What follows belongs to an exercise in optimizing a design on an open flow for small area, a short achievable clock period and few clock cycles; a production flow would make more cautious choices. At most, simulation tests tie the RTL to the original design; equivalence was not proved.

==> trial 50 <==
// rx_framer
module rx_framer (
    input  wire        clk,
    input  wire        rst,           
    input  wire        cmd_valid,
    input  wire        cmd_step,      
    input  wire [7:0]  cmd_byte,      
    output wire        cmd_ready,
    output reg         idle,
    output reg  [8:0]  rx_count,
    output reg         ev_valid,
    output reg         ev_ok,
    output wire [95:0] ev_payload,    
    output wire [15:0] ev_rxck,
    output reg  [15:0] ev_ck
);
Settings: LEC_CHECK=0, CAP_MARGIN=20, CORE_MARGIN=2, CORE_UTILIZATION=40, SETUP_SLACK_MARGIN=5, SLEW_MARGIN=20, SYNTH_HIERARCHICAL=1; clock period 10.0 ns.
standard.sh (not shown) runs the stock make flow with config.mk's settings and CLKGATE_MAP_FILE= SYNTH_SCRIPT=/design/flow/synth_recipe.tcl, a recipe that flattens the netlist after the stock synthesis.
==> flow/flow/run.sh <==
#!/bin/bash
# Standard layout, with two changes to how timing is repaired:
# - the port buffers that buffer_ports inserts are plain buf_4 cells;
# - repair_timing aims for 5.6 ns of setup slack (the design's period is
#   unchanged; the larger margin only makes the repair work harder).
# The make output goes to flow_make.log here; ORFS keeps each step's own
# log under orfs/logs/.
set -euo pipefail
bash standard.sh \
  "BUFFER_PORTS_ARGS=-buffer_cell sky130_fd_sc_hd__buf_4" \
  SETUP_SLACK_MARGIN=5.6 \
  finish > flow_make.log 2>&1
==> trial 52: changes against trial 50 <==
--- a/flow/design.v
+++ b/flow/design.v
@@ -28,16 +28,15 @@
     reg  [8:0]  tail;                 
     reg  [8:0]  head;                 
     reg  [8:0]  sp;                   
     reg  [8:0]  rd;                   
     reg  [8:0]  tsnap;                
     reg  [8:0]  dd;                   
     reg  [7:0]  vmask;                
-    reg  [31:0] rsel;                 
-    reg  [7:0]  upm;                  
+    reg  [39:0] brow;                 
     reg  [2:0]  pstate;
     reg  [2047:0] ring;               
     reg         wv;
     reg  [7:0]  wa;
     reg  [7:0]  wb;
     always @(posedge clk) begin
         if (rst) wv <= 1'b0;
@@ -51,19 +50,18 @@
     genvar g, r;
     generate
         for (g = 0; g < 256; g = g + 1) begin : g_wr
             always @(posedge clk)
                 if (wdec[g]) ring[8*g +: 8] <= wb;
         end
     endgenerate
-    wire [31:0] rsel1 = {rsel[30:0], rsel[31]};
     wire [63:0] bank;                 
     generate
         for (g = 0; g < 8; g = g + 1) begin : g_bank
-            wire [31:0]  sel = upm[g] ? rsel1 : rsel;
+            wire [31:0]  sel = 32'd1 << brow[5*g +: 5];
             wire [255:0] col;
             for (r = 0; r < 32; r = r + 1) begin : g_row
                 assign col[8*r +: 8] = ring[8*(8*r+g) +: 8];
             end
             rxf_sel32 u_sel (.sel(sel), .d(col), .q(bank[8*g +: 8]));
         end
     endgenerate
@@ -200,16 +198,15 @@
     integer m;
     always @(posedge clk) begin
         if (rst) begin
             tail     <= 9'd0;
             head     <= 9'd0;
             sp       <= 9'd0;
             rd       <= 9'd0;
-            rsel     <= 32'd1;
-            upm      <= 8'd0;
+            brow     <= 40'd0;
             qwp      <= 2'd0;
             qrp      <= 2'd0;
             qcnt     <= 3'd0;
             pstate   <= P_IDLE;
             byte_ok  <= 1'b1;
             step_ok  <= 1'b1;
             idle     <= 1'b1;
@@ -225,17 +222,16 @@
             step_ok  <= ~(((qcnt == 3'd4) | (qcnt == 3'd3 & acc_step)) & ~pop);
             byte_ok  <= ~(occ[8] | (acc_byte & (&occ[7:0])));
             idle     <= (pstate == P_IDLE) & (qcnt == 3'd0) & ~acc_step;
             rx_count <= acc_byte ? occ_inc : occ;
             if (sp_ld) sp <= sp_n;
             if (rd_ld) begin
                 rd   <= rd_n;
-                rsel <= 32'd1 << rd_n[7:3];
                 for (m = 0; m < 8; m = m + 1)
-                    upm[m] <= (m < rd_n[2:0]);
+                    brow[5*m +: 5] <= (m < rd_n[2:0]) ? rd_n[7:3] + 5'd1 : rd_n[7:3];
             end
             if (dd_ld) begin
                 dd <= dd_n;
                 for (m = 0; m < 8; m = m + 1)
                     vmask[m] <= (dd_n > m);
             end
             case (pstate)
==> flow/run.sh (new file) <==
#!/bin/bash
# synth_recipe.tcl (not shown) runs the flow's synth.tcl, then flattens the netlist and writes it again
# the make line also repeats each setting of config.mk as NAME=value (left out here)
make -C /OpenROAD-flow-scripts/flow DESIGN_CONFIG=/design/flow/config.mk WORK_HOME=/design/flow/orfs CLKGATE_MAP_FILE= SYNTH_SCRIPT=/design/flow/synth_recipe.tcl finish
--- a/flow/config.mk
+++ b/flow/config.mk
@@ -4,10 +4,12 @@
 export VERILOG_FILES = /design/flow/design.v
 export SDC_FILE = /design/flow/constraint.sdc
 export NUM_CORES = 4
 export LEC_CHECK = 0
 export CAP_MARGIN = 20
 export CORE_MARGIN = 2
 export CORE_UTILIZATION = 40
+export CTS_CLUSTER_DIAMETER = 100
+export CTS_CLUSTER_SIZE = 30
 export SETUP_SLACK_MARGIN = 5
 export SLEW_MARGIN = 20
 export SYNTH_HIERARCHICAL = 1
removed: flow/flow/run.sh
removed: flow/standard.sh
==> build 24: changes against trial 50 <==
--- a/flow/design.v
+++ b/flow/design.v
@@ -16,54 +16,50 @@
     localparam [2:0] P_IDLE = 3'd0,   
                      P_E1   = 3'd1,   
                      P_E2   = 3'd2,   
                      P_WAIT = 3'd3,   
                      P_F1   = 3'd5,   
                      P_FIN1 = 3'd6,   
                      P_FIN2 = 3'd7;   
-    reg        byte_ok;               
-    reg        step_ok;               
-    assign cmd_ready = cmd_step ? step_ok : byte_ok;
-    wire acc_byte = cmd_valid & ~cmd_step & byte_ok;
-    wire acc_step = cmd_valid &  cmd_step & step_ok;
+    reg        byte_no;               
+    reg        step_no;               
+    assign cmd_ready = ~(cmd_step ? step_no : byte_no);
+    wire acc_byte = cmd_valid & ~cmd_step & ~byte_no;
+    wire acc_step = cmd_valid &  cmd_step & ~step_no;
     reg  [8:0]  tail;                 
     reg  [8:0]  head;                 
     reg  [8:0]  sp;                   
     reg  [8:0]  rd;                   
     reg  [8:0]  tsnap;                
     reg  [8:0]  dd;                   
     reg  [7:0]  vmask;                
-    reg  [31:0] rsel;                 
-    reg  [7:0]  upm;                  
+    reg  [39:0] brow;                 
     reg  [2:0]  pstate;
     reg  [2047:0] ring;               
     reg         wv;
     reg  [7:0]  wa;
     reg  [7:0]  wb;
     always @(posedge clk) begin
         if (rst) wv <= 1'b0;
         else     wv <= acc_byte;
-        if (acc_byte) begin
-            wa <= tail[7:0];
-            wb <= cmd_byte;
-        end
+        wa <= tail[7:0];
+        wb <= cmd_byte;
     end
     wire [255:0] wdec = {255'd0, wv} << wa;
     genvar g, r;
     generate
         for (g = 0; g < 256; g = g + 1) begin : g_wr
             always @(posedge clk)
                 if (wdec[g]) ring[8*g +: 8] <= wb;
         end
     endgenerate
-    wire [31:0] rsel1 = {rsel[30:0], rsel[31]};
     wire [63:0] bank;                 
     generate
         for (g = 0; g < 8; g = g + 1) begin : g_bank
-            wire [31:0]  sel = upm[g] ? rsel1 : rsel;
+            wire [31:0]  sel = 32'd1 << brow[5*g +: 5];
             wire [255:0] col;
             for (r = 0; r < 32; r = r + 1) begin : g_row
                 assign col[8*r +: 8] = ring[8*(8*r+g) +: 8];
             end
             rxf_sel32 u_sel (.sel(sel), .d(col), .q(bank[8*g +: 8]));
         end
     endgenerate
@@ -129,14 +125,19 @@
         for (k = 14; k >= 1; k = k - 1)
             if (ffi[k]) ij = k[3:0];
     end
     wire        inner = |ffi;
     reg         ev_far;               
     reg  [8:0]  h_ij;                 
     wire [8:0]  h_fin = (match | ev_far) ? head + 9'd15 : h_ij;
+    always @(posedge clk) begin
+        ev_ck  <= ck;
+        ev_far <= ~inner;
+        h_ij   <= head + {5'd0, ij};
+    end
     reg  [8:0]  qs [0:3];
     reg  [1:0]  qwp, qrp;
     reg  [2:0]  qcnt;
     wire        pop    = (pstate == P_IDLE) & (qcnt != 3'd0);
     wire [8:0]  qhead  = qs[qrp];
     wire [8:0]  dd_q   = qhead - sp;
     always @(posedge clk)
@@ -200,42 +201,40 @@
     integer m;
     always @(posedge clk) begin
         if (rst) begin
             tail     <= 9'd0;
             head     <= 9'd0;
             sp       <= 9'd0;
             rd       <= 9'd0;
-            rsel     <= 32'd1;
-            upm      <= 8'd0;
+            brow     <= 40'd0;
             qwp      <= 2'd0;
             qrp      <= 2'd0;
             qcnt     <= 3'd0;
             pstate   <= P_IDLE;
-            byte_ok  <= 1'b1;
-            step_ok  <= 1'b1;
+            byte_no  <= 1'b0;
+            step_no  <= 1'b0;
             idle     <= 1'b1;
             rx_count <= 9'd0;
             ev_valid <= 1'b0;
             ev_ok    <= 1'b0;
         end else begin
             ev_valid <= 1'b0;
             if (acc_byte) tail <= tail + 9'd1;
             if (acc_step) qwp  <= qwp + 2'd1;
             if (pop)      qrp  <= qrp + 2'd1;
             qcnt     <= qcnt + {2'b0, acc_step} - {2'b0, pop};
-            step_ok  <= ~(((qcnt == 3'd4) | (qcnt == 3'd3 & acc_step)) & ~pop);
-            byte_ok  <= ~(occ[8] | (acc_byte & (&occ[7:0])));
+            step_no  <= ((qcnt == 3'd4) | (qcnt == 3'd3 & acc_step)) & ~pop;
+            byte_no  <= occ[8] | (acc_byte & (&occ[7:0]));
             idle     <= (pstate == P_IDLE) & (qcnt == 3'd0) & ~acc_step;
             rx_count <= acc_byte ? occ_inc : occ;
             if (sp_ld) sp <= sp_n;
             if (rd_ld) begin
                 rd   <= rd_n;
-                rsel <= 32'd1 << rd_n[7:3];
                 for (m = 0; m < 8; m = m + 1)
-                    upm[m] <= (m < rd_n[2:0]);
+                    brow[5*m +: 5] <= (m < rd_n[2:0]) ? rd_n[7:3] + 5'd1 : rd_n[7:3];
             end
             if (dd_ld) begin
                 dd <= dd_n;
                 for (m = 0; m < 8; m = m + 1)
                     vmask[m] <= (dd_n > m);
             end
             case (pstate)
@@ -261,20 +260,15 @@
                         pstate <= P_IDLE;
                     end else begin
                         pstate <= P_E1;
                     end
                 end
                 P_WAIT: pstate <= P_E1;
                 P_F1: pstate <= P_FIN1;
-                P_FIN1: begin
-                    ev_ck  <= ck;
-                    ev_far <= ~inner;
-                    h_ij   <= head + {5'd0, ij};
-                    pstate <= P_FIN2;
-                end
+                P_FIN1: pstate <= P_FIN2;
                 P_FIN2: begin
                     ev_valid <= 1'b1;
                     ev_ok    <= match;
                     head     <= h_fin;
                     pstate   <= P_IDLE;
                 end
                 default: pstate <= P_IDLE;
==> flow/flow/run.sh (replaced) <==
#!/bin/bash
# Standard layout, with two changes to how timing is repaired:
# - the port buffers that buffer_ports inserts are plain buf_1 cells
#   (repair resizes the ones on critical paths);
# - repair_timing aims for 5.75 ns of setup slack (the design's period is
#   unchanged; the larger margin only makes the repair work harder).
# The make output goes to flow_make.log here; ORFS keeps each step's own
# log under orfs/logs/.
set -euo pipefail
bash standard.sh \
  "BUFFER_PORTS_ARGS=-buffer_cell sky130_fd_sc_hd__buf_1" \
  SETUP_SLACK_MARGIN=5.75 \
  finish > flow_make.log 2>&1
==> flow/config.mk (replaced) <==
export PLATFORM = sky130hd
export DESIGN_NAME = rx_framer
export DESIGN_NICKNAME = rx_framer
export VERILOG_FILES = /design/flow/design.v
export SDC_FILE = /design/flow/constraint.sdc
export NUM_CORES = 4
export LEC_CHECK = 0
export CAP_MARGIN = 20
export CORE_MARGIN = 2
export CORE_UTILIZATION = 60
export CTS_CLUSTER_DIAMETER = 70
export CTS_CLUSTER_SIZE = 28
export SETUP_SLACK_MARGIN = 5
export SLEW_MARGIN = 20
export SYNTH_HIERARCHICAL = 1
==> build 84: changes against trial 50 <==
--- a/flow/design.v
+++ b/flow/design.v
@@ -16,54 +16,50 @@
     localparam [2:0] P_IDLE = 3'd0,   
                      P_E1   = 3'd1,   
                      P_E2   = 3'd2,   
                      P_WAIT = 3'd3,   
                      P_F1   = 3'd5,   
                      P_FIN1 = 3'd6,   
                      P_FIN2 = 3'd7;   
-    reg        byte_ok;               
-    reg        step_ok;               
-    assign cmd_ready = cmd_step ? step_ok : byte_ok;
-    wire acc_byte = cmd_valid & ~cmd_step & byte_ok;
-    wire acc_step = cmd_valid &  cmd_step & step_ok;
+    reg        byte_no;               
+    reg        step_no;               
+    assign cmd_ready = ~(cmd_step ? step_no : byte_no);
+    wire acc_byte = cmd_valid & ~cmd_step & ~byte_no;
+    wire acc_step = cmd_valid &  cmd_step & ~step_no;
     reg  [8:0]  tail;                 
     reg  [8:0]  head;                 
     reg  [8:0]  sp;                   
     reg  [8:0]  rd;                   
     reg  [8:0]  tsnap;                
     reg  [8:0]  dd;                   
     reg  [7:0]  vmask;                
-    reg  [31:0] rsel;                 
-    reg  [7:0]  upm;                  
+    reg  [39:0] brow;                 
     reg  [2:0]  pstate;
     reg  [2047:0] ring;               
     reg         wv;
     reg  [7:0]  wa;
     reg  [7:0]  wb;
     always @(posedge clk) begin
         if (rst) wv <= 1'b0;
         else     wv <= acc_byte;
-        if (acc_byte) begin
-            wa <= tail[7:0];
-            wb <= cmd_byte;
-        end
+        wa <= tail[7:0];
+        wb <= cmd_byte;
     end
     wire [255:0] wdec = {255'd0, wv} << wa;
     genvar g, r;
     generate
         for (g = 0; g < 256; g = g + 1) begin : g_wr
             always @(posedge clk)
                 if (wdec[g]) ring[8*g +: 8] <= wb;
         end
     endgenerate
-    wire [31:0] rsel1 = {rsel[30:0], rsel[31]};
     wire [63:0] bank;                 
     generate
         for (g = 0; g < 8; g = g + 1) begin : g_bank
-            wire [31:0]  sel = upm[g] ? rsel1 : rsel;
+            wire [31:0]  sel = 32'd1 << brow[5*g +: 5];
             wire [255:0] col;
             for (r = 0; r < 32; r = r + 1) begin : g_row
                 assign col[8*r +: 8] = ring[8*(8*r+g) +: 8];
             end
             rxf_sel32 u_sel (.sel(sel), .d(col), .q(bank[8*g +: 8]));
         end
     endgenerate
@@ -129,14 +125,19 @@
         for (k = 14; k >= 1; k = k - 1)
             if (ffi[k]) ij = k[3:0];
     end
     wire        inner = |ffi;
     reg         ev_far;               
     reg  [8:0]  h_ij;                 
     wire [8:0]  h_fin = (match | ev_far) ? head + 9'd15 : h_ij;
+    always @(posedge clk) begin
+        ev_ck  <= ck;
+        ev_far <= ~inner;
+        h_ij   <= head + {5'd0, ij};
+    end
     reg  [8:0]  qs [0:3];
     reg  [1:0]  qwp, qrp;
     reg  [2:0]  qcnt;
     wire        pop    = (pstate == P_IDLE) & (qcnt != 3'd0);
     wire [8:0]  qhead  = qs[qrp];
     wire [8:0]  dd_q   = qhead - sp;
     always @(posedge clk)
@@ -200,42 +201,40 @@
     integer m;
     always @(posedge clk) begin
         if (rst) begin
             tail     <= 9'd0;
             head     <= 9'd0;
             sp       <= 9'd0;
             rd       <= 9'd0;
-            rsel     <= 32'd1;
-            upm      <= 8'd0;
+            brow     <= 40'd0;
             qwp      <= 2'd0;
             qrp      <= 2'd0;
             qcnt     <= 3'd0;
             pstate   <= P_IDLE;
-            byte_ok  <= 1'b1;
-            step_ok  <= 1'b1;
+            byte_no  <= 1'b0;
+            step_no  <= 1'b0;
             idle     <= 1'b1;
             rx_count <= 9'd0;
             ev_valid <= 1'b0;
             ev_ok    <= 1'b0;
         end else begin
             ev_valid <= 1'b0;
             if (acc_byte) tail <= tail + 9'd1;
             if (acc_step) qwp  <= qwp + 2'd1;
             if (pop)      qrp  <= qrp + 2'd1;
             qcnt     <= qcnt + {2'b0, acc_step} - {2'b0, pop};
-            step_ok  <= ~(((qcnt == 3'd4) | (qcnt == 3'd3 & acc_step)) & ~pop);
-            byte_ok  <= ~(occ[8] | (acc_byte & (&occ[7:0])));
+            step_no  <= ((qcnt == 3'd4) | (qcnt == 3'd3 & acc_step)) & ~pop;
+            byte_no  <= occ[8] | (acc_byte & (&occ[7:0]));
             idle     <= (pstate == P_IDLE) & (qcnt == 3'd0) & ~acc_step;
             rx_count <= acc_byte ? occ_inc : occ;
             if (sp_ld) sp <= sp_n;
             if (rd_ld) begin
                 rd   <= rd_n;
-                rsel <= 32'd1 << rd_n[7:3];
                 for (m = 0; m < 8; m = m + 1)
-                    upm[m] <= (m < rd_n[2:0]);
+                    brow[5*m +: 5] <= (m < rd_n[2:0]) ? rd_n[7:3] + 5'd1 : rd_n[7:3];
             end
             if (dd_ld) begin
                 dd <= dd_n;
                 for (m = 0; m < 8; m = m + 1)
                     vmask[m] <= (dd_n > m);
             end
             case (pstate)
@@ -261,20 +260,15 @@
                         pstate <= P_IDLE;
                     end else begin
                         pstate <= P_E1;
                     end
                 end
                 P_WAIT: pstate <= P_E1;
                 P_F1: pstate <= P_FIN1;
-                P_FIN1: begin
-                    ev_ck  <= ck;
-                    ev_far <= ~inner;
-                    h_ij   <= head + {5'd0, ij};
-                    pstate <= P_FIN2;
-                end
+                P_FIN1: pstate <= P_FIN2;
                 P_FIN2: begin
                     ev_valid <= 1'b1;
                     ev_ok    <= match;
                     head     <= h_fin;
                     pstate   <= P_IDLE;
                 end
                 default: pstate <= P_IDLE;
==> flow/flow/run.sh (replaced) <==
#!/bin/bash
# Standard layout, with two changes to how timing is repaired:
# - the port buffers that buffer_ports inserts are plain buf_1 cells
#   (repair resizes the ones on critical paths);
# - repair_timing aims for 5.75 ns of setup slack (the design's period is
#   unchanged; the larger margin only makes the repair work harder).
# The make output goes to flow_make.log here; ORFS keeps each step's own
# log under orfs/logs/.
set -euo pipefail
bash standard.sh \
  "BUFFER_PORTS_ARGS=-buffer_cell sky130_fd_sc_hd__buf_1" \
  SETUP_SLACK_MARGIN=5.75 \
  finish > flow_make.log 2>&1
==> flow/config.mk (replaced) <==
export PLATFORM = sky130hd
export DESIGN_NAME = rx_framer
export DESIGN_NICKNAME = rx_framer
export VERILOG_FILES = /design/flow/design.v
export SDC_FILE = /design/flow/constraint.sdc
export NUM_CORES = 4
export LEC_CHECK = 0
export CAP_MARGIN = 20
export CORE_MARGIN = 2
export CORE_UTILIZATION = 55
export CTS_CLUSTER_DIAMETER = 100
export CTS_CLUSTER_SIZE = 24
export SETUP_SLACK_MARGIN = 5
export SLEW_MARGIN = 20
export SYNTH_HIERARCHICAL = 1
==> results.txt <==
The lowest cell count belongs to build 24, the highest to trial 50.
Non-clock buffer count: trial 52 < build 24 < build 84 < trial 50.
Against trial 52, the hold slack of build 24 is higher by 0.0048 ns.
Clock skew: trial 52 > build 84 > trial 50 > build 24.
==> figures <==
                                                                         trial 52                 build 24                 build 84                 trial 50
End of the worst register-to-register path                        sum[16]$_DFF_P_    brow[34]$_SDFFE_PP0P_          sum[17]$_DFF_P_          sum[18]$_DFF_P_
FP Rows                                                                       180                      147                      153                      181
Synthesized-area fraction occupied by adder cells                           2.37%                    2.38%                    2.38%                    2.34%
Cells after DPL                                                              9120                     8091                     8257                     8993
Worst slack at placement                                                  4.57 ns                  5.33 ns                  5.12 ns                  5.45 ns
Wire length per cell after detailed routing                               28.7 um                  32.2 um                  32.3 um                  30.7 um
Number of buffers added by the clock tree synthesis step                       94                      139                      110                      240
Global-route wire length before repair                                     382 mm                   385 mm                   390 mm                   412 mm
Outcome                                                   complete, no violations  complete, no violations  complete, no violations  complete, no violations
Multi-Input Combinational                                                    3242                     3235                     3235                     3067
Testbench counts of trial 50, summed over its fixed seeds: cycles 32,075.
Testbench counts of build 24, summed over its fixed seeds: cycles 32,075.
Testbench counts of build 84, summed over its fixed seeds: cycles 32,075.
Function not checked in trial 52: the RTL went through the layout flow alone.

-- re-timing with driven ports --
How much do the figures lean on ideal ports? The routed layouts below were timed once more, with nothing changed but the port constraints. Step 1, drivers: a clkbuf_16 drives clk and a buf_2 each remaining input, both assumed. Step 2 adds t to the input delays and takes it off the output delays; t is the mean of the earliest and latest rising clock arrival at the registers after step 1. Input paths then give back, and output paths get back, about the clock's delay inside the block. Slacks: no drivers / after step 1 / after step 2; pairs: no drivers / after step 1.
| run | t, ns | setup WS [ns] | cell pins on the clock port's net |
|---|---|---|---|
| trial 50 | 0.960 | 5.496 / 5.462 / 5.462 | 1 |
| trial 52 | 0.853 | 5.137 / 5.111 / 5.111 | 1 |
| build 24 | 0.865 | 5.599 / 5.547 / 5.547 | 1 |
| build 84 | 0.879 | 5.595 / 5.543 / 5.543 | 1 |
After both steps setup and hold are still met in every run listed.
